This is an optimization exercise on Yosys and OpenROAD, whose aim is small area, not a production implementation.
In this exercise RTL edits were held to simulation tests only and were not proved equivalent to the original.
No activity file was given, so power comes from the tool's default toggle rates.

==> flow/run.sh <==
#!/bin/bash
# Own layout flow: the standard layout, with three changes.
#  - synthesis: the standard flow's synthesis script unchanged, except that the ABC call
#    uses an area-oriented script (flow/area.abc) instead of ORFS's speed
#    script; registers are mapped before ABC runs, so they are untouched.
#  - port buffers: buffer_ports uses sky130_fd_sc_hd__buf_1.
#  - CTS: no dummy loads.
set -euo pipefail
W=$(pwd)
cat > "$W/own_synth.tcl" <<TCL
proc abc {args} {
  set out {}
  set skip 0
  foreach a \$args {
    if {\$skip} { set skip 0; continue }
    if {\$a eq "-script" || \$a eq "-constr"} { set skip 1; continue }
    lappend out \$a
  }
  yosys abc -script $W/flow/area.abc {*}\$out
}
source $W/synth_recipe.tcl
TCL
sed "s#SYNTH_SCRIPT=[^ ]*synth_recipe.tcl#SYNTH_SCRIPT=$W/own_synth.tcl#" standard.sh > own_standard.sh
grep -q own_synth.tcl own_standard.sh
export BUFFER_PORTS_ARGS="-buffer_cell sky130_fd_sc_hd__buf_1"
export CTS_ARGS="-sink_clustering_enable -repair_clock_nets -dont_use_dummy_load -buf_list sky130_fd_sc_hd__clkbuf_8 -sink_clustering_size 20 -sink_clustering_max_diameter 50"
bash own_standard.sh > "$W/flow_make.log" 2>&1
==> flow/area.abc <==
strash
&get -n
&fraig -x
&put
scorr
dc2
strash
&get -n
&dch -f
&nf -R 1000
&put
==> standard.sh <==
#!/bin/bash
# synth_recipe.tcl (not shown) runs the flow's synth.tcl, then flattens the netlist and writes it again
# the make line also repeats each setting of config.mk as NAME=value (left out here)
make -C /OpenROAD-flow-scripts/flow DESIGN_CONFIG=/design/flow/config.mk WORK_HOME=/design/flow/orfs CLKGATE_MAP_FILE= SYNTH_SCRIPT=/design/flow/synth_recipe.tcl "${@:-finish}"
==> config.mk <==
export PLATFORM = sky130hd
export DESIGN_NAME = pcal_engine
export DESIGN_NICKNAME = pcal_engine
export VERILOG_FILES = /design/flow/design.v
export SDC_FILE = /design/flow/constraint.sdc
export NUM_CORES = 4
export LEC_CHECK = 0
export CAP_MARGIN = 20
export CORE_MARGIN = 2
export CORE_UTILIZATION = 40
export PLACE_DENSITY = 0.6
export SLEW_MARGIN = 20
==> constraint.sdc <==
create_clock -name core_clock -period 8.0 [get_ports {clk}]
set_input_delay 1.6000 -clock core_clock [delete_from_list [all_inputs] [get_ports {clk}]]
set_output_delay 1.6000 -clock core_clock [all_outputs]
set_load 0.01 [all_outputs]
==> design.v <==
module pcal_engine (
    input  wire        clk,
    input  wire        rst,
    input  wire [7:0]  cfg_addr,
    input  wire [1:0]  cfg_forced,
    input  wire [7:0]  cfg_retries,
    input  wire        cfg_pin_hook,
    input  wire        cmd_valid,
    output wire        cmd_ready,
    input  wire [31:0] cmd_data,
    output wire        rsp_valid,
    output wire        rsp_ok,
    output wire [15:0] rsp_value,
    output wire        tr_valid,
    output wire [1:0]  tr_kind,
    output wire [6:0]  tr_dev,
    output wire [7:0]  tr_reg,
    output wire [7:0]  tr_wdata,
    input  wire        tr_done,
    input  wire        tr_ok,
    input  wire [7:0]  tr_rdata,
    output wire        evt_valid,
    output wire        evt_global,
    output wire [7:0]  evt_id,
    output wire [3:0]  evt_pin,
    output wire        evt_state,
    output wire [15:0] evt_status
);
    localparam [4:0] S_CLR  = 5'd0,  S_IDLE = 5'd1,  S_LIST = 5'd2,  S_EXEC = 5'd3,
                     S_HPIN = 5'd4,  S_HINI = 5'd5,  S_DOF  = 5'd6,  S_DET0 = 5'd7,
                     S_DET1 = 5'd8,  S_DET2 = 5'd9,  S_POST = 5'd10, S_GATE = 5'd11,
                     S_LR   = 5'd12, S_LW   = 5'd13, S_RST  = 5'd14, S_ANS  = 5'd15,
                     S_CBW  = 5'd17, S_HX   = 5'd18, S_EVG  = 5'd19,
                     S_EVW  = 5'd20, S_EVP  = 5'd21, S_RESP = 5'd22, S_RFL  = 5'd23,
                     S_HXW  = 5'd24, S_SNW  = 5'd25, S_SNP  = 5'd26;
    reg [2:0]  ab;           
    reg [7:0]  retries;
    reg [1:0]  forced;
    reg        hook;
    reg [4:0]  err;          
    reg [1:0]  variant;
    reg        init;
    reg [15:0] snr;          
    reg [7:0]  gcb;
    reg [7:0]  cid [0:15];   
    reg [1:0]  ced [0:15];   
    reg [3:0]  pos;
    reg [4:0]  state;
    reg [6:0]  op;
    reg        bad, pinbad;
    reg [3:0]  pn;
    reg [31:0] X;
    reg [15:0] M;
    reg [7:0]  att;
    reg        t6;
    reg [3:0]  tl;
    reg [1:0]  s;
    wire [7:0] B0 = X[7:0], B1 = X[15:8], B2 = X[23:16], B3 = X[31:24];
    wire [15:0] stv  = {B2, B0};
    wire [15:0] curv = {B3, B1};
    wire        cur_b = curv[pos];
    wire o_init   = op == 7'h01, o_detect = op == 7'h02, o_setret = op == 7'h03,
         o_geterr = op == 7'h04, o_clrerr = op == 7'h05, o_getvar = op == 7'h06,
         o_hasext = op == 7'h07, o_getadr = op == 7'h08, o_chaddr = op == 7'h09,
         o_rdpin  = op == 7'h13, o_rdpinl = op == 7'h14, o_tgl    = op == 7'h17,
         o_rstdef = op == 7'h1B, o_drvl   = op == 7'h27, o_drvget = op == 7'h28,
         o_intcfg = op == 7'h2C, o_intcfl = op == 7'h2D, o_intmsk = op == 7'h2E,
         o_intst  = op == 7'h2F, o_omode  = op == 7'h30, o_cbreg  = op == 7'h40,
         o_cbunrg = op == 7'h41, o_cbglob = op == 7'h42, o_handle = op == 7'h43;
    wire o_drv    = (op == 7'h26) || o_drvl;
    wire drvmode  = o_drv || o_drvget;
    wire gated    = (op[6:4] == 3'd2) || o_omode;
    wire lo_std   = (op[6:4] == 3'd1) && (op[3:0] <= 4'hB);     
    wire a_init   = o_init || lo_std || gated || o_cbreg || o_handle;
    wire a_pins   = ((op[6:4] == 3'd1) && !(op == 7'h11 || op == 7'h19 || o_rstdef)) ||
                    ((op[6:4] == 3'd2) && !(op == 7'h21 || op == 7'h24 || op == 7'h2A ||
                                            o_intmsk || o_intst)) ||
                    o_cbreg || o_cbunrg;
    wire c_rf     = (a_init && !o_init && !o_rstdef && !o_intmsk && !o_omode);
    wire c_wf     = (lo_std || gated) && !o_rdpin && !o_rdpinl && !o_drvget && !o_intst;
    wire pmod     = (op == 7'h10) || (op == 7'h15) || o_tgl || (op == 7'h18) ||
                    (op == 7'h20) || (op == 7'h23) || (op == 7'h29) || o_intcfg;
    wire merge    = (op == 7'h11) || (op == 7'h12) || (op == 7'h16) || (op == 7'h19) ||
                    (op == 7'h1A) || (op == 7'h21) || (op == 7'h22) || (op == 7'h24) ||
                    (op == 7'h25) || (op == 7'h2A) || (op == 7'h2B) || o_intcfl;
    wire pair_odd = (o_handle && !t6) || o_cbreg;
    wire pfmt     = pmod || o_rdpin || o_drvget || (op == 7'h26);
    wire mfmt     = (op == 7'h11) || (op == 7'h19) || (op == 7'h21) || (op == 7'h24) ||
                    (op == 7'h2A);
    wire rdop     = o_rdpin || o_rdpinl || o_drvget;
    wire valop    = o_geterr || o_getvar || o_hasext || o_getadr || o_detect || rdop ||
                    o_intst || o_handle;
    wire [7:0] ho = cmd_data[31:24];
    wire z23_16 = cmd_data[23:16] == 8'd0;
    wire z15_8  = cmd_data[15:8] == 8'd0;
    wire z7_2   = cmd_data[7:2] == 6'd0;
    wire z23_8  = z23_16 && z15_8;
    wire z23_0  = z23_8 && z7_2 && (cmd_data[1:0] == 2'd0);
    wire z15_2  = z15_8 && z7_2;
    reg  h_legal, h_list, h_p, h_m, h_n;
    always @(*) begin
        h_legal = 1'b0; h_list = 1'b0; h_p = 1'b0; h_m = 1'b0; h_n = 1'b0;
        case (ho)
            8'h01, 8'h02, 8'h04, 8'h06, 8'h07, 8'h08, 8'h1B, 8'h2F, 8'h43:
                begin h_legal = z23_0; h_n = 1'b1; end
            8'h03, 8'h09, 8'h42:
                begin h_legal = z23_8; h_n = 1'b1; end
            8'h05, 8'h2E:
                begin h_legal = z23_16; h_n = 1'b1; end
            8'h10, 8'h15, 8'h18, 8'h20, 8'h23, 8'h29, 8'h2C:
                begin h_legal = z15_2 && !cmd_data[1]; h_p = 1'b1; end
            8'h13, 8'h17, 8'h28, 8'h41:
                begin h_legal = z15_2 && (cmd_data[1:0] == 2'd0); h_p = 1'b1; end
            8'h26:
                begin h_legal = z15_2; h_p = 1'b1; end
            8'h11, 8'h19, 8'h21, 8'h24, 8'h2A:
                begin h_legal = (cmd_data[23:17] == 7'd0); h_m = 1'b1; end
            8'h12, 8'h14, 8'h16, 8'h1A, 8'h22, 8'h25, 8'h27, 8'h2B, 8'h2D:
                begin h_legal = z23_8; h_list = 1'b1; end
            8'h30:
                begin h_legal = z23_8 && z7_2; h_n = 1'b1; end
            8'h40:
                begin h_legal = z7_2 && !z15_8 && (cmd_data[1:0] != 2'd3); h_n = 1'b1; end
            default: h_n = 1'b1;
        endcase
    end
    reg [4:0] bsel;
    always @(*) begin
        case (ho)
            8'h10, 8'h11, 8'h12:          bsel = 5'b0_0110;    
            8'h15, 8'h16, 8'h17:          bsel = 5'b0_0010;    
            8'h18, 8'h19, 8'h1A:          bsel = 5'b0_0100;    
            8'h1B:                        bsel = 5'b0_0010;    
            8'h20, 8'h21, 8'h22:          bsel = 5'b1_0110;    
            8'h23, 8'h24, 8'h25:          bsel = 5'b1_1000;    
            8'h29, 8'h2A, 8'h2B:          bsel = 5'b1_0100;    
            8'h2C, 8'h2D, 8'h2E:          bsel = 5'b1_1010;    
            8'h2F, 8'h43:                 bsel = 5'b1_1100;    
            8'h30:                        bsel = 5'b1_1111;    
            8'h26, 8'h27, 8'h28:          bsel = 5'b1_0000;    
            default:                      bsel = 5'b0_0000;    
        endcase
    end
    wire h_rdread = (ho == 8'h13) || (ho == 8'h28);
    wire h_tgl    = (ho == 8'h17);
    wire h_drv    = (ho == 8'h26);
    wire h_inv    = (ho == 8'h2C);
    wire e_legal = (cmd_data[31:16] == 16'd0) && z7_2 &&
                   (o_drvl || (o_rdpinl ? (cmd_data[1:0] == 2'd0) : !cmd_data[1]));
    wire        s_list = (state == S_LIST);
    wire        s_hx = (state == S_HX);
    wire [3:0]  dpin = s_list ? cmd_data[11:8] : (s_hx ? pos : pn);
    wire [1:0]  ev   = s_list ? cmd_data[1:0] : (s_hx ? {1'b0, cur_b ^ snr[0]} : X[1:0]);
    wire [15:0] dec  = 16'd1 << dpin;
    reg [15:0] Me;
    reg [31:0] Xe;
    integer k;
    always @(*) begin
        for (k = 0; k < 16; k = k + 1)
            Me[k] = dec[k] ? !o_tgl : M[k];
        for (k = 0; k < 32; k = k + 1) begin
            Xe[k] = X[k];
            if (drvmode) begin
                if (dec[k >> 1]) Xe[k] = ev[k & 1];
            end else if (!k[3]) begin
                if (dec[(k & 7) + ((k & 16) >> 1)]) Xe[k] = ev[0] ^ (o_intcfl || o_intcfg);
            end
        end
    end
    wire s_loop = (state == S_LR) || (state == S_LW);
    reg  act;
    always @(*) begin
        if (o_drv)                          act = |M[3:0];
        else if (o_drvget)                  act = (s == pn[3:2]);
        else if (pmod || o_rdpin)           act = (s == {pn[3], 1'b0});
        else if (o_omode)                   act = (s == 2'd0);
        else                                act = (s[0] == pair_odd);
    end
    wire       s_det = (state == S_DET0) || (state == S_DET1) || (state == S_DET2);
    wire       s_wr  = (state == S_LW) || (state == S_RST);
    wire [1:0] lowb  = drvmode ? s : {tl[1], s[1] | tl[0]};
    assign tr_valid = (state == S_HPIN) || (state == S_HINI) || s_det ||
                      (state == S_RST) || (s_loop && act);
    assign tr_kind  = (state == S_HPIN) ? 2'd3 : (state == S_HINI) ? 2'd2 :
                      s_wr ? 2'd1 : 2'd0;
    assign tr_dev   = {4'b0100, ab};
    assign tr_reg   = s_det ? {1'b0, state == S_DET1, 6'd0} :
                      {1'b0, t6, 2'b00, tl[3:2], s_loop ? lowb : tl[1:0]};
    wire [7:0] tmask = o_tgl ? (8'd1 << pn[2:0]) : 8'd0;
    wire       rsc   = !((tl[3:1] == 3'b010) || (tl == 4'hF));
    assign tr_wdata = (state == S_HPIN) ? {5'd0, ab} :
                      (state == S_RST)  ? {8{rsc}} : (B0 ^ tmask);
    wire hook_k = (state == S_HPIN) || (state == S_HINI);
    wire fin    = tr_valid && tr_done && (hook_k || tr_ok || s_det || (att == 8'd0));
    reg [7:0] keep;
    always @(*)
        for (k = 0; k < 8; k = k + 1)
            keep[k] = (drvmode ? M[k >> 1] : M[k]) ^ rdop;
    wire       vm  = !rdop && !(mfmt && !pn[0]);
    wire [7:0] mrg = (state == S_LR && act) ? ((keep & B0 & {8{vm}}) | (~keep & tr_rdata)) : B0;
    reg a0, a1;
    always @(*) begin
        a0 = 1'b0; a1 = 1'b0;
        for (k = 0; k < 16; k = k + 1) begin
            a0 = a0 | X[2*k];
            a1 = a1 | X[2*k+1];
        end
    end
    wire [1:0] hed   = ced[0];
    wire       chg   = snr[0] ^ cur_b;
    wire       fire  = stv[pos] && chg &&
                       ((hed == 2'd2) || ((hed == 2'd0) && cur_b) || ((hed == 2'd1) && !cur_b));
    assign cmd_ready  = (state == S_IDLE) || (state == S_LIST);
    assign rsp_valid  = (state == S_RESP) || (state == S_RFL);
    assign rsp_ok     = (state == S_RESP);
    assign rsp_value  = stv & {16{valop && (state == S_RESP)}};
    assign evt_valid  = ((state == S_EVG) && (gcb != 8'd0)) || ((state == S_EVP) && fire);
    assign evt_global = (state == S_EVG);
    assign evt_id     = (state == S_EVG) ? gcb : cid[0];
    assign evt_pin    = pos;
    assign evt_state  = cur_b;
    assign evt_status = stv;
    wire ring_wr = (state == S_CLR) || ((state == S_CBW) && (pos == pn));
    wire snap_wr = (state == S_CLR) || (state == S_SNP) || (state == S_EVP);
    wire [1:0] ring_ed = B0[1:0] | {2{(state == S_CLR) || o_cbunrg}};
    integer i;
    always @(posedge clk) begin
        for (i = 0; i < 15; i = i + 1) begin
            cid[i] <= cid[i + 1];
            ced[i] <= ced[i + 1];
        end
        cid[15] <= ring_wr ? B2 : cid[0];
        ced[15] <= ring_wr ? ring_ed : ced[0];
        snr     <= {snap_wr ? (cur_b && (state != S_CLR)) : snr[0], snr[15:1]};
        pos     <= rst ? 4'd0 : pos + 4'd1;
    end
    wire [7:0] caddr = (cfg_addr < 8'h20) ? 8'h20 : (cfg_addr > 8'h27) ? 8'h27 : cfg_addr;
    wire [4:0] clrset = {1'b0, gated, c_wf, c_rf, a_pins};
    always @(posedge clk) begin
        if (rst) begin
            ab      <= caddr[2:0];
            retries <= cfg_retries;
            forced  <= cfg_forced;
            hook    <= cfg_pin_hook;
            err     <= 5'd0;
            variant <= 2'd0;
            init    <= 1'b0;
            gcb     <= 8'd0;
            state   <= S_CLR;
        end else begin
            case (state)
            S_CLR: if (pos == 4'd15) state <= S_IDLE;
            S_IDLE: if (cmd_valid) begin
                op     <= cmd_data[30:24];
                bad    <= !h_legal || cmd_data[31];
                pinbad <= |cmd_data[23:20];
                pn     <= cmd_data[19:16];
                t6     <= bsel[4];
                tl     <= bsel[3:0];
                att    <= cmd_data[7:0];
                M <= h_m ? cmd_data[15:0] : 16'd0;
                X <= {cmd_data[15:8], cmd_data[15:8], cmd_data[7:0], cmd_data[7:0]};
                state <= (h_list && (cmd_data[7:0] != 8'd0)) ? S_LIST : S_EXEC;
            end
            S_LIST: if (cmd_valid) begin
                M <= Me;
                X <= Xe;
                if (!e_legal)          bad    <= 1'b1;
                if (|cmd_data[15:12])  pinbad <= 1'b1;
                att <= att - 8'd1;
                if (att == 8'd1) state <= S_EXEC;
            end
            S_EXEC: begin
                att <= retries;
                if (pfmt) begin
                    M <= Me;
                    X <= Xe;
                end
                if (bad) begin
                    state <= S_RFL;
                end else if (a_pins && pinbad) begin
                    err[0] <= 1'b1;
                    state <= S_RFL;
                end else if (o_chaddr) begin
                    if (B0[7:3] != 5'b00100) begin
                        err[4] <= 1'b1;
                        state <= S_RFL;
                    end else begin
                        err[4]  <= 1'b0;
                        ab      <= B0[2:0];
                        init    <= 1'b0;
                        variant <= 2'd0;
                        state   <= hook ? S_HPIN : S_HINI;
                    end
                end else if (o_detect && init) begin
                    state <= S_DOF;
                end else if ((a_init || o_detect) && !init) begin
                    state <= hook ? S_HPIN : S_HINI;
                end else begin
                    state <= S_GATE;
                end
            end
            S_HPIN: begin
                if (tr_done) att <= retries;
                if (fin) state <= S_HINI;
            end
            S_HINI: if (fin) begin
                att <= retries;
                if (tr_ok) state <= S_DOF;
                else begin state <= S_RFL; end
            end
            S_DOF: begin
                if (forced != 2'd0) begin
                    variant <= forced;
                    state   <= S_POST;
                end else
                    state   <= S_DET0;
            end
            S_DET0: if (fin) begin
                att <= retries;
                err[1] <= !tr_ok;
                if (tr_ok) state <= S_DET1;
                else begin variant <= 2'd0; state <= S_POST; end
            end
            S_DET1: if (fin) begin
                att <= retries;
                err[1] <= !tr_ok;
                variant <= tr_ok ? 2'd2 : 2'd1;
                state   <= S_DET2;
            end
            S_DET2: if (fin) begin
                att <= retries;
                err[1] <= !tr_ok;
                if (!tr_ok) variant <= 2'd0;
                state <= S_POST;
            end
            S_POST: begin
                init <= 1'b1;
                if (o_detect) begin
                    X[1:0] <= variant;
                    state <= (variant != 2'd0) ? S_RESP : S_RFL;
                end else if (o_init || o_chaddr) begin
                    state <= S_RESP;
                end else
                    state <= S_GATE;
            end
            S_GATE: begin
                if (gated && variant != 2'd2) begin
                    err[3] <= 1'b1;
                    state <= S_RFL;
                end else begin
                    err <= err & ~clrset;
                    s   <= 2'd0;
                    if (o_handle && variant != 2'd2) begin t6 <= 1'b0; tl <= 4'd0; end
                    if (pmod || merge || o_rdpin || o_rdpinl || o_drvget || o_intst ||
                        o_handle || o_drv)
                        state <= S_LR;
                    else if (o_intmsk || o_omode)
                        state <= S_LW;
                    else if (o_rstdef)
                        state <= S_RST;
                    else if (o_cbreg || o_cbunrg)
                        state <= S_CBW;
                    else begin
                        state <= S_RESP;
                        if (o_setret) retries <= B0;
                        if (o_geterr) X[5:0] <= {err[4:1], 1'b0, err[0]};
                        if (o_clrerr) err <= err & ~{B0[5:2], B0[0]};
                        if (o_getvar) X[1:0] <= variant;
                        if (o_hasext) X[0] <= (variant == 2'd2);
                        if (o_getadr) X[6:0] <= {4'b0100, ab};
                        if (o_cbglob) gcb <= B0;
                    end
                end
            end
            S_LR: if (act && tr_done && !fin) att <= att - 8'd1;
            else if (!act || fin) begin
                if (act) begin att <= retries; err[1] <= !tr_ok; end
                if (act && !tr_ok) begin
                    state <= S_RFL;
                end else begin
                    X <= {mrg, X[31:8]};
                    M <= {M[3:0], M[15:4]};
                    s <= s + 2'd1;
                    if (s == 2'd3) begin
                        if (pmod || merge || o_drv)
                            state <= S_LW;
                        else if (o_rdpin || o_drvget)
                            state <= S_ANS;
                        else if (o_handle) begin
                            if (t6) begin t6 <= 1'b0; tl <= 4'd0; end
                            else state <= (variant == 2'd2) ? S_EVG : S_HXW;
                        end else if (o_cbreg)
                            state <= S_SNW;
                        else
                            state <= S_RESP;     
                    end
                end
            end
            S_LW: if (act && tr_done && !fin) att <= att - 8'd1;
            else if (!act || fin) begin
                if (act) begin att <= retries; err[2] <= !tr_ok; end
                if (act && !tr_ok) begin
                    state <= S_RFL;
                end else begin
                    X <= {X[7:0], X[31:8]};
                    M <= {M[3:0], M[15:4]};
                    s <= s + 2'd1;
                    if (s == 2'd3) state <= S_RESP;
                end
            end
            S_ANS: begin
                X[7:0]   <= {6'd0, a1 && o_drvget, o_drvget ? a0 : (a0 || a1)};
                X[23:16] <= 8'd0;
                state    <= S_RESP;
            end
            S_RST: if (tr_done && !fin) att <= att - 8'd1;
            else if (fin) begin
                att <= retries; err[2] <= !tr_ok;
                if (!tr_ok) begin
                    state <= S_RFL;
                end else if ((!t6 && tl == 4'd7 && variant != 2'd2) || (t6 && tl == 4'hF)) begin
                    state <= S_RESP;
                end else if (!t6 && tl == 4'd7) begin
                    t6 <= 1'b1; tl <= 4'd0;
                end else if (tl == 4'hB) begin
                    tl <= 4'hF;
                end else
                    tl <= tl + 4'd1;
            end
            S_CBW: if (pos == pn) begin
                if (o_cbreg)
                    state <= S_LR;
                else
                    state <= S_RESP;
            end
            S_HXW: if (pos == 4'd15) state <= S_HX;
            S_HX: begin
                X <= Xe;
                if (pos == 4'd15) state <= S_EVG;
            end
            S_SNW: if (pos == 4'd15) state <= S_SNP;
            S_SNP: if (pos == 4'd15) state <= S_RESP;
            S_EVG: state <= S_EVW;
            S_EVW: if (pos == 4'd15) state <= S_EVP;
            S_EVP: if (pos == 4'd15) state <= S_RESP;
            S_RESP: state <= S_IDLE;
            S_RFL: state <= S_IDLE;
            default: state <= S_IDLE;
            endcase
        end
    end
endmodule
==> metrics.md, run 1 <==
| Metric | Value |
|---|---|
| CTS tree | `done` |
| Synth warn | `3` |
| Sink Count | `291` |
| Die area | `0.0331 mm^2` |
| Pre-CTS WS | `3.02 ns` |
| Layout Cells excl Fill | `1928` |
| Final worst slack | `2.55 ns` |
| Startpoint type of the worst setup path | `flop` |
| DRT iter0 DRCs | `1607` |
| F_max | `0.184 GHz` |
| Max_cap viols | `0` |
| ANT nets after route | `0` |
| Fin nets | `1598` |
| Post-Synthesis Cells | `1339` |
| Reg area | `0.00673 mm^2` |
| Worst setup EP type | `output port` |
| CP required | `6.40 ns` |
| Routed WL per cell | `25.3 um` |
| Top cells by count, synth | `dfxtp_1, nand2_1, nor2_1` |
| Vias/cell | `6.14` |
| Syn avg cell area | `9.45 um^2` |
| Endpoints failing hold | `0` |
| Antenna violations before repair | `1` |
| Maximum number of pins on one net before global-route repair | `47` |
| Post-synth EDFFs | `90` |
| Int Pwr | `2.89 mW` |
| Net Switching | `1.67 mW` |
| Die height | `182 um` |
| Gr usage total | `29.0%` |
| Grt total ovfl | `0` |
| Worst-skew pair later-pin latency | `0.65 ns` |
| RSZ-0062 raised after global routing | `false` |
| Register area share after synthesis | `53.1%` |
| Hold Path Class | `reg2reg` |
| Initial core utilization | `40.3%` |
| TritonCTS buffer count | `31` |
| DRC | `0` |
| Maximum fanout along the worst path | `19` |
| WL final | `48700 um` |
| Relative slew slack | `25.9%` |
| Setup Skew | `0.0881 ns` |
| Crit path max-delay cell type | `edfxtp_1` |
| Net Sw Frac | `36.7%` |
| Drt pass-1 iters | `8` |
| PD cells | `320 mW/mm^2` |
| Dpl hpwl | `35900 um` |
| # setup viols final | `0` |
| Total negative slack for setup checks | `0 ns` |
| Status | `finished clean` |
| Placed insts | `1896` |
| Dominant cell type by area after synthesis | `dfxtp_1` |
| Slew @ Worst Pin | `1.10 ns` |
| Max Buffers Root-to-Sink | `3` |
| Synth top area share | `31.8%` |
| Leakage Power | `5.06 nW` |
| Layout area overhead | `12.7%` |
| Flops & latches, synth | `291` |
| Fin. max-slew vios | `0` |
| Multi-input logic area | `0.00585 mm^2` |
| Fillcell total | `3103` |
| Cts hold-fix bufs | `0` |
| PostCTS Resize Cnt | `0` |
| Tcrit/Tclk final | `68.1%` |
| Rows | `65` |
| Top-count cell post-synth | `dfxtp_1` |
| Post-CTS setup buffers | `0` |
| Vias in the first global route | `11300` |
| Peak VDD IR | `134 uV` |
| Reg clk slew, reported paths | `0.11 ns` |
| Synth async-reset ratio | `0%` |
| CP arrival | `3.85 ns` |
| Layout Utilization | `45.5%` |
| Worst-path cell chain | `nor4_1 > and3_1 > a21oi_1 > xnor2_1 > o211ai_1 > a32oi_1 > nor2_1 > nand2_1 > nand3_1 > buf_1` |
| Die Wd | `182 um` |
| Via count | `11800` |
| Logic gate share of total power | `30.0%` |
| PortBufs | `132` |
| Max H-tree Level | `1` |
| Yosys cell types | `62` |
| Critical path type | `reg2out` |
| Std-Cell Core Area | `0.0314 mm^2` |
| GPL Wtd Cong | `1.02` |
| Reg power frac | `52.1%` |
| CTS Root Buffer Type | `clkbuf_8` |
| Share of cells above drive strength 1 | `4.59%` |
| First-pass GRT wire length | `72100 um` |
| I/O pin total | `140` |
| Max stage delay on crit path | `0.66 ns` |
| Top cells by area, synth | `dfxtp_1, edfxtp_1, nand2_1` |
| Dominant synthesized flop cell | `dfxtp_1` |
| Period minus WS final | `5.45 ns` |
| Synth Cell Area | `0.0127 mm^2` |
| Clock power share | `17.9%` |
per-stage QoR:
step           hold WS, ns  area, um^2  power (mW)
2_1_floorplan        0.310       12700        3.12
3_3_place_gp         0.309       13800        3.71
3_5_place_dp         0.312       13800        3.72
4_1_cts              0.291       14300        4.54
5_1_grt              0.295       14300        4.80
6_report             0.294       14300        4.56
placed cells by master, fill, tap and decap left out, drive strengths merged, types with 32 or more instances in the layout:
cell type	Yosys	final
nand2	194	194
o21ai	68	68
a21oi	96	96
edfxtp	90	90
nand3	72	72
buf	7	156
dfxtp	201	201
clkbuf	0	32
nor2	159	159
nor3	56	56
cell type report:
class	instances	area share (%)
antenna	1	0.0175
timing repair buffer	157	4.80
inverter	21	0.552
sequential	291	47.1
multi-input combinational	1025	41.0
tap	402	3.52
clock buffer	31	2.99
sequential cells by signal, summed over array words and instances, names as in the netlist, 4 cells and up:
name	flops
att	8
ced	32
tl	4
pn	4
err	5
gcb	8
snr	16
cid	128
M	16
op	7
state	5
pos	4
retries	8
X	32
power by group through the flow:
stage | clock (mW) | sequential [mW] | combinational (mW)
after floorplan | 0 | 2.30 | 0.825
after global placement | 0 | 2.39 | 1.32
after detailed placement | 0 | 2.40 | 1.32
after CTS | 0.836 | 2.37 | 1.33
after global routing | 0.889 | 2.43 | 1.48
final | 0.818 | 2.38 | 1.37
critical path, delay by kind of cell, from the launching register on:
family / cells / cell delay (ns)
buf+inv: 1 / 0.24
compound gates: 3 / 0.41
simple gates: 5 / 1.78
flops: 1 / 0.66
xor+xnor: 1 / 0.15
per-layer routing:
layer	global-route usage, %	share of wire [%]	wire, um	vias up
li1	-	-	-	5346
met1	40.7	42	20400	5593
met2	43.5	43	21000	744
met3	5.50	11	5240	152
met4	12.9	4.3	2080	0
met5	0	0	0	-
logic make-up after synthesis:
| family | count (synthesis) | share of synthesized area, % |
|---|---|---|
| AO/OA/AOI/OAI | 323 | 16.6 |
| XOR/XNOR | 29 | 2.01 |
| adder cells (fa/ha/maj) | 8 | 0.771 |
| buffers and inverters | 28 | 1.04 |
| flip-flops | 291 | 53.1 |
| multiplexers | 31 | 3.45 |
| other | 2 | 0.0593 |
| AND/OR/NAND/NOR | 627 | 22.9 |
final timing paths:
| kind | from | to | cells past startpoint | slack, ns |
|---|---|---|---|---|
| setup / recovery | op[3]$_DFFE_PP_ | tr_valid | 10 | 2.55 |
| hold / removal | cid[13][3]$_DFF_P_ | cid[12][3]$_DFF_P_ | 0 | 0.29 |
| setup reg to reg | op[3]$_DFFE_PP_ | tl[1]$_DFFE_PP_ | 14 | 2.88 |
| hold reg to reg | cid[13][3]$_DFF_P_ | cid[12][3]$_DFF_P_ | 0 | 0.29 |
==> inputs of run 2 (changes only) <==
--- a/config.mk
+++ b/config.mk
@@ -5,8 +5,9 @@
 export SDC_FILE = /design/flow/constraint.sdc
 export NUM_CORES = 4
 export LEC_CHECK = 0
-export CAP_MARGIN = 20
+export CAP_MARGIN = 0
 export CORE_MARGIN = 2
 export CORE_UTILIZATION = 40
+export GPL_TIMING_DRIVEN = 0
 export PLACE_DENSITY = 0.6
-export SLEW_MARGIN = 20
+export SLEW_MARGIN = 0
==> metrics.md, run 2 <==
| Metric | Value |
|---|---|
| Layout area overhead | `12.7% (unchanged)` |
| Syn avg cell area | `9.45 um^2 (unchanged)` |
| Layout Utilization | `45.5% (unchanged)` |
| Largest register by flop count | `cid` |
| Met1 Resource Use GR | `38.2% (-2.5 points)` |
| Peak VDD IR | `113 uV (-15%)` |
| Synth Cell Area | `0.0127 mm^2 (unchanged)` |
| Gr usage total | `27.2% (-1.7 points)` |
| Pwr Total | `4.56 mW (-0.14%)` |
| F_max | `0.180 GHz (-1.9%)` |
| Flops & latches, synth | `291 (unchanged)` |
| Std-Cell Core Area | `0.0314 mm^2 (unchanged)` |
| Vias in the first global route | `11000 (-2.5%)` |
| Post-Synthesis Cells | `1339 (unchanged)` |
| Top flop regs | `cid x128, X x32, ced x32` |
| PortBufs | `132 (unchanged)` |
| Crit path max-delay cell type | `nor2_1` |
| Synth async-reset ratio | `0% (unchanged)` |
| Synth warn | `3 (unchanged)` |
| CTS Root Buffer Type | `clkbuf_8` |
| Die height | `182 um (unchanged)` |
| Most frequent cells in the layout | `dfxtp_1, nand2_1, nor2_1` |
| Slew @ Worst Pin | `1.36 ns (+0.260 ns)` |
| PostCTS Resize Cnt | `0 (unchanged)` |
| Rows | `65 (unchanged)` |
| Fin. max-slew vios | `0 (unchanged)` |
| GR Util met3 | `4.85% (-0.64 points)` |
| Dominant cell type by area after synthesis | `dfxtp_1` |
| Fin nets | `1591 (-0.44%)` |
| GPL Wtd Cong | `1.03 (+1.0%)` |
| Sink Count | `291 (unchanged)` |
| Top cells by area, synth | `dfxtp_1, edfxtp_1, nand2_1` |
| Max_cap viols | `0 (unchanged)` |
| Fillcell total | `3112 (+0.29%)` |
| Leakage Power | `5.04 nW (-0.30%)` |
| R2R Setup Slk | `2.44 ns (-0.44 ns)` |
| Max stage delay on crit path | `1.09 ns (+0.43 ns)` |
| Hold slack | `0.278 ns (-0.0166 ns)` |
| Met2 usage | `42.4% (-1.2 points)` |
| Endpoints failing hold | `0 (unchanged)` |
| Via count | `11700 (-1.2%)` |
| Most common library cell in the layout ignoring fill and taps | `dfxtp_1` |
| Max H-tree Level | `2 (+1)` |
| WL final | `45800 um (-5.9%)` |
| First-pass GRT wire length | `68200 um (-5.4%)` |
| Placed insts | `1886 (-0.53%)` |
| Register area share after synthesis | `53.1% (unchanged)` |
| RSZ-0062 raised after global routing | `false` |
| CP required | `8.41 ns (+2.01 ns)` |
| Hold Path Class | `reg2reg` |
| Post-synth EDFFs | `90 (unchanged)` |
| Cts hold-fix bufs | `0 (unchanged)` |
| I/O pin total | `140 (unchanged)` |
| Critical path type | `reg2reg` |
| ANT nets after route | `0 (unchanged)` |
| DRC | `0 (unchanged)` |
| Relative slew slack | `8.27% (-18 points)` |
| Status | `finished clean` |
| Reg clk slew, reported paths | `0.11 ns (about the same)` |
| Antenna violations before repair | `0 (-1)` |
| Period minus WS final | `5.56 ns (+0.106 ns)` |
| Top-count cell post-synth | `dfxtp_1` |
| Worst setup EP type | `flop` |
| Critical path's top delay family | `simple AND/OR/NAND/NOR gates` |
| Worst-path cell chain | `nand2b_1 > nor3_1 > nand2b_1 > nand2_1 > nor2_1 > nand2_1 > nand4b_1 > o21ai_0 > nor4_1 > a211oi_1` |
| Post-CTS setup buffers | `0 (unchanged)` |
| Startpoint type of the worst setup path | `flop` |
| CTS tree | `done` |
| Synth top area share | `31.8% (unchanged)` |
| Dpl hpwl | `34000 um (-5.2%)` |
| Most Crowded Layer GR | `met2` |
| Drt pass-1 iters | `8 (unchanged)` |
| CP arrival | `5.97 ns (+2.12 ns)` |
| Initial core utilization | `40.3% (unchanged)` |
| Grt total ovfl | `0 (unchanged)` |
| Max Buffers Root-to-Sink | `3 (unchanged)` |
| Worst-skew pair later-pin latency | `0.58 ns (-0.07 ns)` |
| Setup Skew | `0.0969 ns (+0.00877 ns)` |
| Layout Cells excl Fill | `1920 (-0.41%)` |
| DRT iter0 DRCs | `1525 (-5.1%)` |
| Yosys cell types | `62 (unchanged)` |
| TritonCTS buffer count | `34 (+9.7%)` |
| CP Buf/Inv Count | `0 (-1)` |
| Maximum fanout along the worst path | `18 (-1)` |
| Tcrit/Tclk final | `69.4% (+1.3 points)` |
| Total negative slack for setup checks | `0 ns (unchanged)` |
| Max reg flops | `128 (unchanged)` |
| Routed WL per cell | `23.9 um (-5.5%)` |
| Die Wd | `182 um (unchanged)` |
| Die area | `0.0331 mm^2 (unchanged)` |
| PD cells | `319 mW/mm^2 (-0.14%)` |
| Dominant synthesized flop cell | `dfxtp_1` |
| Top cells by count, synth | `dfxtp_1, nand2_1, nor2_1` |
| # setup viols final | `0 (unchanged)` |
| Ant. Diodes | `0 (-1)` |
| Vias/cell | `6.09 (-0.77%)` |
| Maximum number of pins on one net before global-route repair | `45 (-4.3%)` |
| Share of cells above drive strength 1 | `4.15% (-0.44 points)` |
-- run 2: cell counts after synthesis --
Identical to the previous run, type by type.
-- run 2: worst paths after layout --
kind,start,end,cells past startpoint
setup reg to reg,state[0]$_SDFFE_PP0P_,state[0]$_SDFFE_PP0P_,10
hold / removal,snr[11]$_DFF_P_,snr[10]$_DFF_P_,0
hold reg to reg,snr[11]$_DFF_P_,snr[10]$_DFF_P_,0
setup / recovery,state[0]$_SDFFE_PP0P_,state[0]$_SDFFE_PP0P_,10
-- run 2: metrics by stage --
step                      setup slack (ns)  instance area, um^2
after global placement              0.0985                13700
after floorplan                       2.91                12700
after global routing                  2.08                14300
after detailed placement              2.58                13800
after CTS                             2.57                14300
final                                 2.44                14300
-- run 2: cells by family after synthesis --
group / count (synthesis) / share of synthesized area, %
adders and majority gates: 8 / 0.771
buffers and inverters: 28 / 1.04
xor gates and xnor gates: 29 / 2.01
AOI/OAI and AO/OA: 323 / 16.6
and+or+nand+nor: 627 / 22.9
muxes: 31 / 3.45
DFF: 291 / 53.1
other: 2 / 0.0593
-- run 2: final cells by class --
class	count	area (um^2)	share of cell area [%]
plain buffers	7	52.6	0.368
clock buffers	34	468	3.28
inverters	21	78.8	0.552
multi-input cells	1025	5850	41.0
flip-flops and latches	291	6730	47.1
well taps	402	503	3.52
repair buffers	140	592	4.15
-- run 2: report_power, final --
group	switching [mW]	internal, mW	total (mW)
sequential	0.303	2.10	2.41
combinational	0.862	0.434	1.30
clock	0.475	0.377	0.852
total	1.64	2.92	4.56
-- run 2: routing by layer --
layer  part of all wire (%)  wire length, um
met1                     44            20000
met2                     44            20200
met5                      0                0
met4                    3.6             1670
met3                    8.8             4050
==> inputs of run 3 (changes only) <==
--- a/flow/run.sh
+++ b/flow/run.sh
@@ -23,5 +23,5 @@
 sed "s#SYNTH_SCRIPT=[^ ]*synth_recipe.tcl#SYNTH_SCRIPT=$W/own_synth.tcl#" standard.sh > own_standard.sh
 grep -q own_synth.tcl own_standard.sh
 export BUFFER_PORTS_ARGS="-buffer_cell sky130_fd_sc_hd__buf_1"
-export CTS_ARGS="-sink_clustering_enable -repair_clock_nets -dont_use_dummy_load -buf_list sky130_fd_sc_hd__clkbuf_8 -sink_clustering_size 20 -sink_clustering_max_diameter 50"
+export CTS_ARGS="-sink_clustering_enable -repair_clock_nets -dont_use_dummy_load -buf_list sky130_fd_sc_hd__clkbuf_8 -sink_clustering_size 14 -sink_clustering_max_diameter 80"
 bash own_standard.sh > "$W/flow_make.log" 2>&1
--- a/config.mk
+++ b/config.mk
@@ -5,9 +5,8 @@
 export SDC_FILE = /design/flow/constraint.sdc
 export NUM_CORES = 4
 export LEC_CHECK = 0
-export CAP_MARGIN = 0
+export CAP_MARGIN = 20
 export CORE_MARGIN = 2
 export CORE_UTILIZATION = 40
-export GPL_TIMING_DRIVEN = 0
 export PLACE_DENSITY = 0.6
-export SLEW_MARGIN = 0
+export SLEW_MARGIN = 20
==> metrics.md, run 3 <==
| Metric | Value |
|---|---|
| Status | `finished clean` |
| Worst setup EP type | `output port` |
| Largest register by flop count | `cid` |
| DRT iter0 DRCs | `1819 (+19%)` |
| CTS Root Buffer Type | `clkbuf_8` |
| Layout Utilization | `45.2% (-0.28 points)` |
| Critical path type | `reg2out` |
| Endpoints failing hold | `0 (unchanged)` |
| Register area share after synthesis | `53.1% (unchanged)` |
| Grt total ovfl | `0 (unchanged)` |
| Die height | `182 um (unchanged)` |
| Fin. max-slew vios | `0 (unchanged)` |
| Maximum number of pins on one net before global-route repair | `47 (+4.4%)` |
| # setup viols final | `0 (unchanged)` |
| Hold Path Class | `reg2reg` |
| Top flop regs | `cid x128, X x32, ced x32` |
| Hold Crit Start | `ced[2][1]$_DFF_P_` |
| Largest family of logic cells by synthesized area | `simple AND/OR/NAND/NOR gates` |
| Vias/cell | `6.13 (+0.64%)` |
| Gr usage total | `28.9% (+1.6 points)` |
| Top cells by area, synth | `dfxtp_1, edfxtp_1, nand2_1` |
| Dominant cell type by area after synthesis | `dfxtp_1` |
| Most common library cell in the layout ignoring fill and taps | `dfxtp_1` |
| Die Wd | `182 um (unchanged)` |
| Peak VDD IR | `126 uV (+11%)` |
| Post-Synthesis Cells | `1339 (unchanged)` |
| TritonCTS buffer count | `25 (-26%)` |
| Max_cap viols | `0 (unchanged)` |
| I/O pin total | `140 (unchanged)` |
| Cts hold-fix bufs | `0 (unchanged)` |
| CTS tree | `done` |
| RSZ-0062 raised after global routing | `false` |
| Dominant synthesized flop cell | `dfxtp_1` |
| Drt pass-1 iters | `8 (unchanged)` |
| Layout area overhead | `12.0%` |
| R2R Setup Slk | `2.85 ns (+0.41 ns)` |
| Register-to-Register Path Depth | `14 (+4)` |
| Sink Count | `291 (unchanged)` |
| PostCTS Resize Cnt | `0 (unchanged)` |
| Synth top area share | `31.8% (unchanged)` |
| CP arrival | `3.81 ns (-2.16 ns)` |
| Routed WL per cell | `25.3 um (+6.1%)` |
| Share of cells above drive strength 1 | `4.15% (about the same)` |
| Fin nets | `1592 (+0.063%)` |
| Die area | `0.0331 mm^2 (unchanged)` |
| FF-to-FF End | `X[21]$_DFFE_PP_` |
| F_max | `0.185 GHz (+2.6%)` |
| Syn avg cell area | `9.45 um^2 (unchanged)` |
| WL final | `48700 um (+6.2%)` |
| Synth Cell Area | `0.0127 mm^2 (unchanged)` |
| Compound-Gate Fraction of Synth Area | `16.6% (unchanged)` |
| Pwr Total | `4.48 mW (-1.7%)` |
| Dpl hpwl | `35900 um (+5.5%)` |
| Worst Hold Path Cells | `0 (unchanged)` |
| ANT nets after route | `0 (unchanged)` |
| Tcrit/Tclk final | `67.7% (-1.8 points)` |
| Reg clk slew, reported paths | `0.09 ns (-0.02 ns)` |
| Worst-skew pair later-pin latency | `0.58 ns (about the same)` |
| Maximum fanout along the worst path | `19 (+1)` |
| Leakage Power | `5.02 nW (-0.57%)` |
| Post-synth EDFFs | `90 (unchanged)` |
| Setup Skew | `0.0297 ns (-0.0672 ns)` |
| GPL Wtd Cong | `1.02 (-1.0%)` |
| Total negative slack for setup checks | `0 ns (unchanged)` |
| Synth async-reset ratio | `0% (unchanged)` |
| Final worst slack | `2.59 ns (+0.142 ns)` |
| Std-Cell Core Area | `0.0314 mm^2 (unchanged)` |
| CP required | `6.40 ns (-2.01 ns)` |
| PD cells | `316 mW/mm^2 (-1.0%)` |
| Most frequent cells in the layout | `dfxtp_1, nand2_1, nor2_1` |
| Synth warn | `3 (unchanged)` |
| Max Buffers Root-to-Sink | `3 (unchanged)` |
| Post-DP Area | `0.0138 mm^2 (+0.21%)` |
| Top-count cell post-synth | `dfxtp_1` |
| Relative slew slack | `21.6% (+13 points)` |
| Max H-tree Level | `1 (-1)` |
| Yosys cell types | `62 (unchanged)` |
| Max reg flops | `128 (unchanged)` |
| Vias in the first global route | `11300 (+2.3%)` |
| First-pass GRT wire length | `72000 um (+5.5%)` |
| Antenna violations before repair | `0 (unchanged)` |
| Layout Cell Area excl Fill | `0.0142 mm^2 (-0.62%)` |
| Post-CTS setup buffers | `0 (unchanged)` |
| Pre-CTS WS | `3.02 ns (+0.439 ns)` |
| Synth Area in XOR/XNOR | `2.01% (unchanged)` |
| Flops & latches, synth | `291 (unchanged)` |
| Via count | `11800 (+0.74%)` |
| Startpoint type of the worst setup path | `flop` |
| R2R Path Start | `op[3]$_DFFE_PP_` |
| Synth Area in Simple Gates | `22.9% (unchanged)` |
| Slew @ Worst Pin | `1.17 ns (-0.198 ns)` |
| Top cells by count, synth | `dfxtp_1, nand2_1, nor2_1` |
| DRC | `0 (unchanged)` |
| Period minus WS final | `5.41 ns (-0.142 ns)` |
| Initial core utilization | `40.3% (unchanged)` |
| Synth Area in Adders | `0.771% (unchanged)` |
| Rows | `65 (unchanged)` |
| PortBufs | `132 (unchanged)` |
| Mux share of post-synthesis cell area | `3.45% (unchanged)` |
| Worst Hold End | `ced[1][1]$_DFF_P_` |
## run 3: cell counts after synthesis
No cell type changed its count.
## run 3: cell families (layout without fill, tap and decap cells)
group	count (synthesis)	count (layout)
AO/OA/AOI/OAI	323	323
buffers and inverters	28	203
XOR/XNOR	29	29
other	2	8
AND/OR/NAND/NOR	627	627
multiplexers	31	31
adder cells (fa/ha/maj)	8	8
flip-flops	291	291
## run 3: worst max-delay path by stage
stage / end / from / slack (ns) / cells after the start
2_1_floorplan: rsp_value[0] / op[3]$_DFFE_PP_ / 2.91 / 7
3_3_place_gp: att[2]$_DFFE_PP_ / op[3]$_DFFE_PP_ / 3.15 / 18
3_5_place_dp: att[2]$_DFFE_PP_ / op[3]$_DFFE_PP_ / 3.02 / 18
4_1_cts: rsp_value[10] / op[3]$_DFFE_PP_ / 2.40 / 9
5_1_grt: tr_valid / op[3]$_DFFE_PP_ / 2.31 / 10
6_report: tr_valid / op[3]$_DFFE_PP_ / 2.59 / 11
## run 3: stage by stage
stage	hold WS, ns	cells
floorplan	0.310	1344
global placement	0.309	1896
CTS	0.328	1921
detailed placement	0.312	1896
finish	0.320	1922
global route	0.329	1921
## run 3: per-layer routing
metal  global-route usage [%]  vias up  routed length (um)
met5                        0        -                   0
met2                     43.5      703               20800
met3                     5.07      141                4750
li1                         -     5331                   -
met1                     41.0     5607               20900
met4                     12.2        0                2210
## run 3: critical path, cell delays in order (launching register included)
cell,delay (ns)
edfxtp_1,0.67
nor2_1,0.28
nand3_1,0.17
nor2_1,0.49
a21oi_1,0.17
xnor2_1,0.15
o211ai_1,0.17
a32oi_1,0.14
nor2_1,0.22
nand2_1,0.31
nand3_1,0.23
buf_1,0.24
## run 3: layout make-up
type                    instances  area [um^2]
fillers                      3108        17200
flip-flops and latches        291         6730
multi-input cells            1025         5840
repair buffers                157          684
well taps                     402          503
clock buffers                  25          344
inverters                      21         78.8
diodes                          1         2.50
## run 3: where the power goes
group,internal (mW),leakage (nW),total (mW),switching [mW]
registers,2.10,2.51,2.37,0.272
clock network,0.279,0.180,0.741,0.462
logic,0.445,2.32,1.36,0.919
total,2.83,5.02,4.48,1.65
==> inputs of run 4 (changes only) <==
==> flow/area.abc (replaced) <==
strash
&get -n
&fraig -x
&put
scorr
dc2
strash
&get -n
&dch -f
&nf -R 1000
&put
strash
&get -n
&dch -f
&nf -R 1000
&put
==> metrics.md, run 4 <==
| Metric | Value |
|---|---|
| Max H-tree Level | `1 (unchanged)` |
| Syn avg cell area | `9.43 um^2 (-0.21%)` |
| Max Buffers Root-to-Sink | `3 (unchanged)` |
| Max reg flops | `128 (unchanged)` |
| Period minus WS final | `5.73 ns (+0.313 ns)` |
| Worst setup EP type | `output port` |
| Largest register by flop count | `cid` |
| Status | `finished clean` |
| Synth top area share | `32.1% (+0.31 points)` |
| Most frequent cells in the layout | `nand2_1, dfxtp_1, nor2_1` |
| Worst-skew pair later-pin latency | `0.58 ns (about the same)` |
| Fillcell total | `3071 (-1.2%)` |
| Share of cells above drive strength 1 | `4.49% (+0.35 points)` |
| Leakage Power | `5.19 nW (+3.5%)` |
| R2R Setup Slk | `2.92 ns (+0.07 ns)` |
| Layout area overhead | `12.5%` |
| CP required | `6.40 ns (about the same)` |
| Dominant cell type by area after synthesis | `dfxtp_1` |
| Die Wd | `181 um (-0.47%)` |
| Vias in the first global route | `11000 (-2.4%)` |
| Tcrit/Tclk final | `71.6% (+3.9 points)` |
| Top cells by count, synth | `nand2_1, dfxtp_1, nor2_1` |
| CP Buf/Inv Count | `2 (+1)` |
| Register-to-Register Path Depth | `14 (unchanged)` |
| Max stage delay on crit path | `0.79 ns (+0.12 ns)` |
| WL final | `47400 um (-2.6%)` |
| Worst-path cell chain | `nor3_1 > nand2_1 > nor2_1 > a21oi_1 > o21ai_1 > buf_4 > a31oi_1 > nand2_1 > nor4_1 > nor3_2 > and2_0 > buf_1` |
| Maximum number of pins on one net before global-route repair | `49 (+4.3%)` |
| Cts hold-fix bufs | `0 (unchanged)` |
| Dpl hpwl | `35100 um (-2.2%)` |
| Std-Cell Core Area | `0.0307 mm^2 (-2.0%)` |
| Met2 usage | `43.3% (-0.20 points)` |
| GR Util met3 | `5.14% (+0.066 points)` |
| I/O pin total | `140 (unchanged)` |
| ANT nets after route | `0 (unchanged)` |
| Startpoint type of the worst setup path | `flop` |
| Die height | `181 um (-0.47%)` |
| Rows | `64 (-1.5%)` |
| Max_cap viols | `0 (unchanged)` |
| Critical path's top delay family | `simple AND/OR/NAND/NOR gates` |
| Most Crowded Layer GR | `met2` |
| Flops & latches, synth | `291 (unchanged)` |
| Reg clk slew, reported paths | `0.09 ns (about the same)` |
| F_max | `0.175 GHz (-5.5%)` |
| Peak VDD IR | `127 uV (+0.48%)` |
| Hold Path Class | `reg2reg` |
| TritonCTS buffer count | `26 (+4.0%)` |
| CTS tree | `done` |
| Most common library cell in the layout ignoring fill and taps | `nand2_1` |
| Grt total ovfl | `0 (unchanged)` |
| PD cells | `302 mW/mm^2 (-4.4%)` |
| CP arrival | `4.13 ns (+0.32 ns)` |
| Relative slew slack | `28.9% (+7.3 points)` |
| Hold Crit Start | `cid[1][6]$_DFF_P_` |
| Maximum fanout along the worst path | `19 (unchanged)` |
| FF-to-FF End | `tl[1]$_DFFE_PP_` |
| Routed WL per cell | `24.8 um (-1.9%)` |
| CTS Root Buffer Type | `clkbuf_8` |
| Register area share after synthesis | `53.6% (+0.51 points)` |
| Vias/cell | `6.12 (-0.22%)` |
| DRC | `0 (unchanged)` |
| Dominant synthesized flop cell | `dfxtp_1` |
| Most Frequent Cell on Critical Path | `nand2_1` |
| Post-CTS setup buffers | `0 (unchanged)` |
| Synth warn | `3 (unchanged)` |
| Post-Synthesis Cells | `1329 (-0.75%)` |
| Drt pass-1 iters | `7 (-1)` |
| Pwr Total | `4.26 mW (-4.9%)` |
| Gr usage total | `28.2% (-0.70 points)` |
| RSZ-0062 raised after global routing | `false` |
| Die area | `0.0328 mm^2 (-0.94%)` |
| # setup viols final | `0 (unchanged)` |
| Synth async-reset ratio | `0% (unchanged)` |
| Critical path type | `reg2out` |
| Endpoints failing hold | `0 (unchanged)` |
| First-pass GRT wire length | `70000 um (-2.8%)` |
| PortBufs | `132 (unchanged)` |
| Fin. max-slew vios | `0 (unchanged)` |
| Yosys cell types | `60 (-3.2%)` |
| DRT iter0 DRCs | `1432 (-21%)` |
| PostCTS Resize Cnt | `0 (unchanged)` |
| Via count | `11700 (-0.90%)` |
| R2R Path Start | `op[3]$_DFFE_PP_` |
| Setup Skew | `0.0421 ns (+0.0124 ns)` |
| Worst Hold End | `cid[0][6]$_DFF_P_` |
| Top flop regs | `cid x128, X x32, ced x32` |
| Antenna violations before repair | `0 (unchanged)` |
| Initial core utilization | `40.8% (+0.45 points)` |
| Crit path max-delay cell type | `nor3_2` |
| Slew @ Worst Pin | `1.06 ns (-0.108 ns)` |
| Met1 Resource Use GR | `39.3% (-1.7 points)` |
| GPL Wtd Cong | `0.998 (-2.3%)` |
| Total negative slack for setup checks | `0 ns (unchanged)` |
| Fin nets | `1586 (-0.38%)` |
| Top cells by area, synth | `dfxtp_1, edfxtp_1, nand2_1` |
| Worst Hold Path Cells | `0 (unchanged)` |
| Post-synth EDFFs | `90 (unchanged)` |
| Sink Count | `291 (unchanged)` |
| Top-count cell post-synth | `nand2_1` |
| Ant. Diodes | `0 (-1)` |
| Synth Cell Area | `0.0125 mm^2 (-0.96%)` |
## run 4: where the power goes
group | internal (mW) | leakage, nW | switching [mW]
Combinational | 0.381 | 2.49 | 0.829
Clock | 0.289 | 0.187 | 0.464
Sequential | 2.07 | 2.52 | 0.228
## run 4: worst max path at each step
stage	from	endpoint	cells after the start
5_1_grt	op[0]$_DFFE_PP_	rsp_value[0]	11
3_3_place_gp	op[1]$_DFFE_PP_	rsp_value[14]	12
3_5_place_dp	op[0]$_DFFE_PP_	rsp_value[11]	12
6_report	op[0]$_DFFE_PP_	rsp_value[13]	12
2_1_floorplan	op[3]$_DFFE_PP_	rsp_value[0]	8
4_1_cts	op[0]$_DFFE_PP_	rsp_value[11]	12
## run 4: worst register-to-register path, stage by stage (launching register included)
cell and delay [ns]:
edfxtp_1 0.64, nor4_1 0.71, and3_1 0.44, a21oi_1 0.09, a21oi_1 0.16, a211oi_1 0.07
nor3_1 0.20, a21oi_1 0.06, a21oi_1 0.46, nand2_1 0.20, nand2_1 0.13, and2_0 0.21
o21ai_0 0.14, or4_1 0.60, a211oi_1 0.62
## run 4: stage by stage
stage	util (%)	instance area, um^2	setup slack (ns)	cells	hold WS (ns)
3_3_place_gp	44.6	13700	3.05	1883	0.310
4_1_cts	45.8	14100	2.34	1909	0.304
2_1_floorplan	-	12600	2.88	1334	0.310
5_1_grt	45.9	14100	1.97	1909	0.315
3_5_place_dp	44.7	13700	2.96	1883	0.312
6_report	45.9	14100	2.27	1909	0.322
## run 4: area by class of cell
type                    instances  area (um^2)  area share (%)
repair buffers                160          707            5.01
clock buffers                  26          358            2.54
flip-flops and latches        291         6730            47.7
inverters                      19         71.3           0.506
well taps                     396          495            3.51
multi-input cells            1017         5750            40.7
## run 4: cell families after synthesis
kind of cell | share of synthesized area (%)
and+or+nand+nor | 23.0
muxes | 3.65
AOI/OAI and AO/OA | 15.7
buffers and inverters | 0.988
xor gates and xnor gates | 2.24
DFF | 53.6
adders and majority gates | 0.699
other | 0.0599
## run 4: routing by layer
metal / part of all wire [%] / vias to the layer above / routed length [um]
li1: - / 5245 / -
met1: 43 / 5554 / 20200
met2: 43 / 736 / 20600
met3: 9.6 / 141 / 4540
met4: 4.4 / 0 / 2100
met5: 0 / - / 0
==> inputs of run 5 (changes only) <==
--- a/config.mk
+++ b/config.mk
@@ -7,6 +7,6 @@
 export LEC_CHECK = 0
 export CAP_MARGIN = 20
 export CORE_MARGIN = 2
-export CORE_UTILIZATION = 40
-export PLACE_DENSITY = 0.6
+export CORE_UTILIZATION = 30
+export PLACE_DENSITY = 0.5
 export SLEW_MARGIN = 20
==> metrics.md, run 5 <==
| Metric | Value |
|---|---|
| Hold slack | `0.307 ns (-0.0151 ns)` |
| I/O pin total | `140 (unchanged)` |
| Clock power share | `18.4% (+0.7 points)` |
| Synth Cell Area | `0.0125 mm^2 (unchanged)` |
| Synth Area in XOR/XNOR | `2.24% (unchanged)` |
| Vias in the first global route | `11300 (+2.2%)` |
| Sink Count | `291 (unchanged)` |
| Worst Hold End | `cid[9][3]$_DFF_P_` |
| CP required | `6.40 ns (about the same)` |
| Via count | `11600 (-0.24%)` |
| Dominant cell type by area after synthesis | `dfxtp_1` |
| Max stage delay on crit path | `0.80 ns (about the same)` |
| Fin. max-slew vios | `0 (unchanged)` |
| Synth Area in Adders | `0.699% (unchanged)` |
| Gr usage total | `22.7% (-5.5 points)` |
| Synth Area in Simple Gates | `23.0% (unchanged)` |
| Hold Path Class | `reg2reg` |
| Max H-tree Level | `1 (unchanged)` |
| DRT iter0 DRCs | `1265 (-12%)` |
| Worst setup EP type | `output port` |
| # setup viols final | `0 (unchanged)` |
| Worst-skew pair later-pin latency | `0.62 ns (+0.04 ns)` |
| Pwr Total | `4.31 mW (+1.2%)` |
| Top-count cell post-synth | `nand2_1` |
| TritonCTS buffer count | `28 (+7.7%)` |
| Relative slew slack | `14.4% (-14 points)` |
| Startpoint type of the worst setup path | `flop` |
| Share of cells above drive strength 1 | `4.62% (+0.12 points)` |
| Drt pass-1 iters | `8 (+1)` |
| Top cells by count, synth | `nand2_1, dfxtp_1, nor2_1` |
| PortBufs | `132 (unchanged)` |
| R2R Path Start | `op[0]$_DFFE_PP_` |
| F_max | `0.169 GHz (-3.2%)` |
| CP Buf/Inv Count | `2 (unchanged)` |
| Placed insts | `2020 (+7.3%)` |
| RSZ-0062 raised after global routing | `false` |
| Register-to-Register Path Depth | `15 (+1)` |
| DRC | `0 (unchanged)` |
| Logic gate share of total power | `28.3% (about the same)` |
| Vias/cell | `5.68 (-7.1%)` |
| Tcrit/Tclk final | `73.9% (+2.4 points)` |
| Die Wd | `208 um (+15%)` |
| Worst Hold Path Cells | `0 (unchanged)` |
| Cts hold-fix bufs | `0 (unchanged)` |
| Post-synth EDFFs | `90 (unchanged)` |
| Layout Cells excl Fill | `2049 (+7.3%)` |
| Net Switching | `1.55 mW (+1.7%)` |
| Period minus WS final | `5.92 ns (+0.190 ns)` |
| Largest register by flop count | `cid` |
| CTS tree | `done` |
| Dominant synthesized flop cell | `dfxtp_1` |
| Most frequent cells in the layout | `nand2_1, dfxtp_1, nor2_1` |
| Grt total ovfl | `0 (unchanged)` |
| Dpl hpwl | `37500 um (+6.8%)` |
| Top flop regs | `cid x128, X x32, ced x32` |
| Reg clk slew, reported paths | `0.08 ns (about the same)` |
| Post-CTS setup buffers | `0 (unchanged)` |
| Net Sw Frac | `35.9% (+0.20 points)` |
| Max_cap viols | `0 (unchanged)` |
| Flops & latches, synth | `291 (unchanged)` |
| Endpoints failing hold | `0 (unchanged)` |
| CP arrival | `4.32 ns (+0.19 ns)` |
| Yosys cell types | `60 (unchanged)` |
| Critical path type | `reg2out` |
| Post-Synthesis Cells | `1329 (unchanged)` |
| FF-to-FF End | `tl[3]$_DFFE_PP_` |
| Most Frequent Cell on Critical Path | `nand2_1` |
| Synth async-reset ratio | `0% (unchanged)` |
| Maximum fanout along the worst path | `19 (unchanged)` |
| Post-DP Area | `0.0139 mm^2 (+1.2%)` |
| Synth top area share | `32.1% (unchanged)` |
| Status | `finished clean` |
| Most common library cell in the layout ignoring fill and taps | `nand2_1` |
| ANT nets after route | `0 (unchanged)` |
| Slew @ Worst Pin | `1.27 ns (+0.215 ns)` |
| PostCTS Resize Cnt | `0 (unchanged)` |
| Largest family of logic cells by synthesized area | `simple AND/OR/NAND/NOR gates` |
| Final worst slack | `2.08 ns (-0.190 ns)` |
| Int Pwr | `2.76 mW (+0.85%)` |
| First-pass GRT wire length | `74200 um (+6.1%)` |
| Total negative slack for setup checks | `0 ns (unchanged)` |
| Max reg flops | `128 (unchanged)` |
| Layout Utilization | `34.9% (-11 points)` |
| GPL Wtd Cong | `0.968 (-3.0%)` |
| Routed WL per cell | `24.5 um (-1.2%)` |
| Maximum number of pins on one net before global-route repair | `48 (-2.0%)` |
| Register area share after synthesis | `53.6% (unchanged)` |
| Reg power frac | `53.3% (-0.6 points)` |
| CTS Root Buffer Type | `clkbuf_8` |
| WL final | `50300 um (+6.0%)` |
| Rows | `74 (+16%)` |
| Peak VDD IR | `108 uV (-14%)` |
| Top cells by area, synth | `dfxtp_1, edfxtp_1, nand2_1` |
| Hold Crit Start | `cid[10][3]$_DFF_P_` |
| Max Buffers Root-to-Sink | `3 (unchanged)` |
| PD cells | `301 mW/mm^2 (-0.30%)` |
| Crit path max-delay cell type | `nor3_2` |
| Setup Skew | `0.0588 ns (+0.0167 ns)` |
| Layout area overhead | `14.1%` |
| Pre-CTS WS | `2.77 ns (-0.190 ns)` |
| Mux share of post-synthesis cell area | `3.65% (unchanged)` |
| Layout Cell Area excl Fill | `0.0143 mm^2 (+1.5%)` |
| Fin nets | `1589 (+0.19%)` |
| Synth warn | `3 (unchanged)` |
| Compound-Gate Fraction of Synth Area | `15.7% (unchanged)` |
| Die area | `0.0434 mm^2 (+33%)` |
| Antenna violations before repair | `4 (+4)` |
| Worst-path cell chain | `nand2_1 > nor3_1 > a21oi_1 > o21ai_1 > buf_4 > a31oi_1 > nand2_1 > nor4_1 > nor3_2 > and2_0 > buf_1` |
| Syn avg cell area | `9.43 um^2 (unchanged)` |
| Critical path's top delay family | `simple AND/OR/NAND/NOR gates` |
| Std-Cell Core Area | `0.0410 mm^2 (+33%)` |
| R2R Setup Slk | `2.73 ns (-0.19 ns)` |
| Leakage Power | `5.21 nW (+0.39%)` |
| Die height | `208 um (+15%)` |
| Initial core utilization | `30.6% (-10 points)` |
run 5: how the worst max path moves through the flow:
stage	from	endpoint	cells past startpoint
2_1_floorplan	op[3]$_DFFE_PP_	rsp_value[0]	8
3_3_place_gp	op[0]$_DFFE_PP_	rsp_value[10]	12
3_5_place_dp	op[0]$_DFFE_PP_	rsp_value[5]	11
4_1_cts	op[0]$_DFFE_PP_	rsp_value[5]	12
5_1_grt	op[0]$_DFFE_PP_	rsp_value[5]	11
6_report	op[0]$_DFFE_PP_	rsp_value[11]	11
run 5: area by class of cell:
type / count / area (um^2)
timing repair buffer: 161 / 714
tap: 532 / 666
inverter: 19 / 71.3
fill: 4322 / 26700
sequential: 291 / 6730
clock buffer: 28 / 385
multi-input combinational: 1017 / 5750
antenna: 1 / 2.50
run 5: kinds of logic after synthesis:
group	Yosys count
buffers and inverters	26
other	2
XOR/XNOR	32
AND/OR/NAND/NOR	629
multiplexers	34
flip-flops	291
adder cells (fa/ha/maj)	7
AO/OA/AOI/OAI	308
run 5: power groups by stage:
stage,Combinational (mW),Clock (mW),Sequential (mW)
after floorplan,0.704,0,2.25
after global placement,1.20,0,2.32
after detailed placement,1.19,0,2.32
after CTS,1.20,0.828,2.30
after global routing,1.32,0.875,2.34
final,1.22,0.793,2.29
run 5: routing by layer:
metal	part of all wire [%]	track usage [%]	vias up	wire length [um]
met5	0	0	-	0
met4	4.2	8.76	0	2100
met3	11	5.51	150	5610
met2	42	33.7	715	21100
met1	43	31.7	5527	21500
li1	-	-	5256	-
run 5: worst reg2reg max path, cell delays in order, from the launching register on:
cell	delay, ns
edfxtp_1	0.69
nand2_1	0.21
nor3_1	0.62
and2_0	0.32
a21oi_1	0.12
a21oi_1	0.16
a211oi_1	0.06
nor3_1	0.18
a21oi_1	0.06
a21oi_1	0.48
nand2_1	0.22
nand2_1	0.12
and2_0	0.23
o21ai_0	0.12
or4_1	0.64
a211oi_1	0.69
==> inputs of run 6 (changes only) <==
--- a/config.mk
+++ b/config.mk
@@ -7,6 +7,6 @@
 export LEC_CHECK = 0
 export CAP_MARGIN = 20
 export CORE_MARGIN = 2
-export CORE_UTILIZATION = 30
-export PLACE_DENSITY = 0.5
+export CORE_UTILIZATION = 55
+export PLACE_DENSITY = 0.65
 export SLEW_MARGIN = 20
==> metrics.md, run 6 <==
| Metric | Value |
|---|---|
| Tcrit/Tclk final | `68.4% (-5.5 points)` |
| PD cells | `304 mW/mm^2 (+0.90%)` |
| Setup Skew | `0.0754 ns (+0.0166 ns)` |
| Most Frequent Cell on Critical Path | `a21oi_1` |
| Max Buffers Root-to-Sink | `3 (unchanged)` |
| Die height | `155 um (-26%)` |
| Most common library cell in the layout ignoring fill and taps | `nand2_1` |
| Layout Cell Area excl Fill | `0.0139 mm^2 (-2.6%)` |
| Top cells by area, synth | `dfxtp_1, edfxtp_1, nand2_1` |
| Slew @ Worst Pin | `1.13 ns (-0.146 ns)` |
| Rows | `55 (-26%)` |
| F_max | `0.183 GHz (+8.1%)` |
| Share of cells above drive strength 1 | `4.17% (-0.44 points)` |
| Layout Cells excl Fill | `1795 (-12%)` |
| PostCTS Resize Cnt | `0 (unchanged)` |
| DRC | `0 (unchanged)` |
| Critical path type | `reg2out` |
| Via count | `11900 (+2.6%)` |
| R2R Setup Slk | `2.86 ns (+0.13 ns)` |
| Layout area overhead | `11.1%` |
| Routed WL per cell | `25.0 um (+1.7%)` |
| Largest register by flop count | `cid` |
| Syn avg cell area | `9.43 um^2 (unchanged)` |
| Hold Path Class | `reg2reg` |
| CP arrival | `3.87 ns (-0.45 ns)` |
| Post-CTS setup buffers | `0 (unchanged)` |
| Synth async-reset ratio | `0% (unchanged)` |
| Die area | `0.0240 mm^2 (-45%)` |
| Top-count cell post-synth | `nand2_1` |
| Status | `finished clean` |
| Final worst slack | `2.53 ns (+0.443 ns)` |
| Register-to-Register Path Depth | `17 (+2)` |
| CP required | `6.40 ns (about the same)` |
| Placed insts | `1768 (-12%)` |
| Worst Hold End | `cid[10][5]$_DFF_P_` |
| Worst setup EP type | `output port` |
| Post-synth EDFFs | `90 (unchanged)` |
| Std-Cell Core Area | `0.0225 mm^2 (-45%)` |
| Synth Cell Area | `0.0125 mm^2 (unchanged)` |
| R2R Path Start | `op[0]$_DFFE_PP_` |
| Hold slack | `0.288 ns (-0.0182 ns)` |
| PortBufs | `132 (unchanged)` |
| Vias in the first global route | `11100 (-1.8%)` |
| Initial core utilization | `55.7% (+25 points)` |
| ANT nets after route | `0 (unchanged)` |
| Dominant cell type by area after synthesis | `dfxtp_1` |
| Maximum fanout along the worst path | `14 (-5)` |
| Top cells by count, synth | `nand2_1, dfxtp_1, nor2_1` |
| Pre-CTS WS | `3.10 ns (+0.323 ns)` |
[run 6: per-layer routing]
metal / part of all wire, % / vias to the layer above / global-route usage [%]
met5: 0.065 / - / 0.621
met4: 4.6 / 2 / 13.1
met3: 13 / 170 / 9.28
met2: 43 / 963 / 55.5
met1: 39 / 5570 / 50.8
li1: - / 5241 / -
[run 6: final cells by class]
| class | count | area, um^2 |
|---|---|---|
| antenna | 1 | 2.50 |
| clock buffer | 26 | 358 |
| fill | 1937 | 8570 |
| inverter | 19 | 71.3 |
| multi-input combinational | 1017 | 5740 |
| sequential | 291 | 6730 |
| tap | 285 | 357 |
| timing repair buffer | 156 | 677 |
[run 6: power by group]
group,leakage (nW),internal [mW],switching (mW)
Combinational,2.47,0.373,0.793
Sequential,2.52,2.07,0.255
Clock,0.187,0.289,0.454
[run 6: worst max-delay path, delay by kind of cell (launching register included)]
| family | cells | cell delay (ns) |
|---|---|---|
| AO/OA/AOI/OAI | 5 | 0.89 |
| AND/OR/NAND/NOR | 6 | 1.65 |
| flip-flops | 1 | 0.65 |
| buffers and inverters | 1 | 0.18 |
[run 6: cell families after synthesis]
group           share of synthesized area, %
fa+ha+maj                              0.699
compound gates                          15.7
mux                                     3.65
simple gates                            23.0
xor+xnor                                2.24
buf+inv                                0.988
flops                                   53.6
other cells                           0.0599
[run 6: how the worst max path moves through the flow]
stage	start	end	slack, ns	cells after the start
2_1_floorplan	op[3]$_DFFE_PP_	rsp_value[0]	2.88	8
6_report	op[0]$_DFFE_PP_	tr_valid	2.53	12
3_5_place_dp	op[0]$_DFFE_PP_	tl[3]$_DFFE_PP_	3.10	15
4_1_cts	op[0]$_DFFE_PP_	tr_valid	2.69	12
3_3_place_gp	op[1]$_DFFE_PP_	tl[1]$_DFFE_PP_	3.23	15
5_1_grt	op[0]$_DFFE_PP_	tr_valid	2.34	12

-- port drivers added, routing unchanged --
Ports are ideal in the flow. The routed layouts listed here were re-timed in OpenROAD. Step 1 sets driving cells, clkbuf_16 on the clock port and buf_2 on the other inputs (assumed; they add their load-dependent delay and slew). Step 2 times the ports against the registers' clock, not the clock port: input delays grow and output delays shrink by t, the midpoint of the rising clock arrivals with the driver on. Three values: ideal ports, drivers, drivers and shift; two values: the first two.
| run | shift t [ns] | setup WS [ns] |
|---|---|---|
| run 1 | 0.659 | 2.551 / 2.504 / 2.883 |
| run 2 | 0.579 | 2.445 / 2.441 / 2.445 |
| run 3 | 0.614 | 2.587 / 2.538 / 2.848 |
| run 4 | 0.605 | 2.274 / 2.226 / 2.831 |
| run 5 | 0.639 | 2.084 / 2.037 / 2.676 |
| run 6 | 0.592 | 2.527 / 2.485 / 2.861 |
After both steps setup and hold are still met in every run listed.
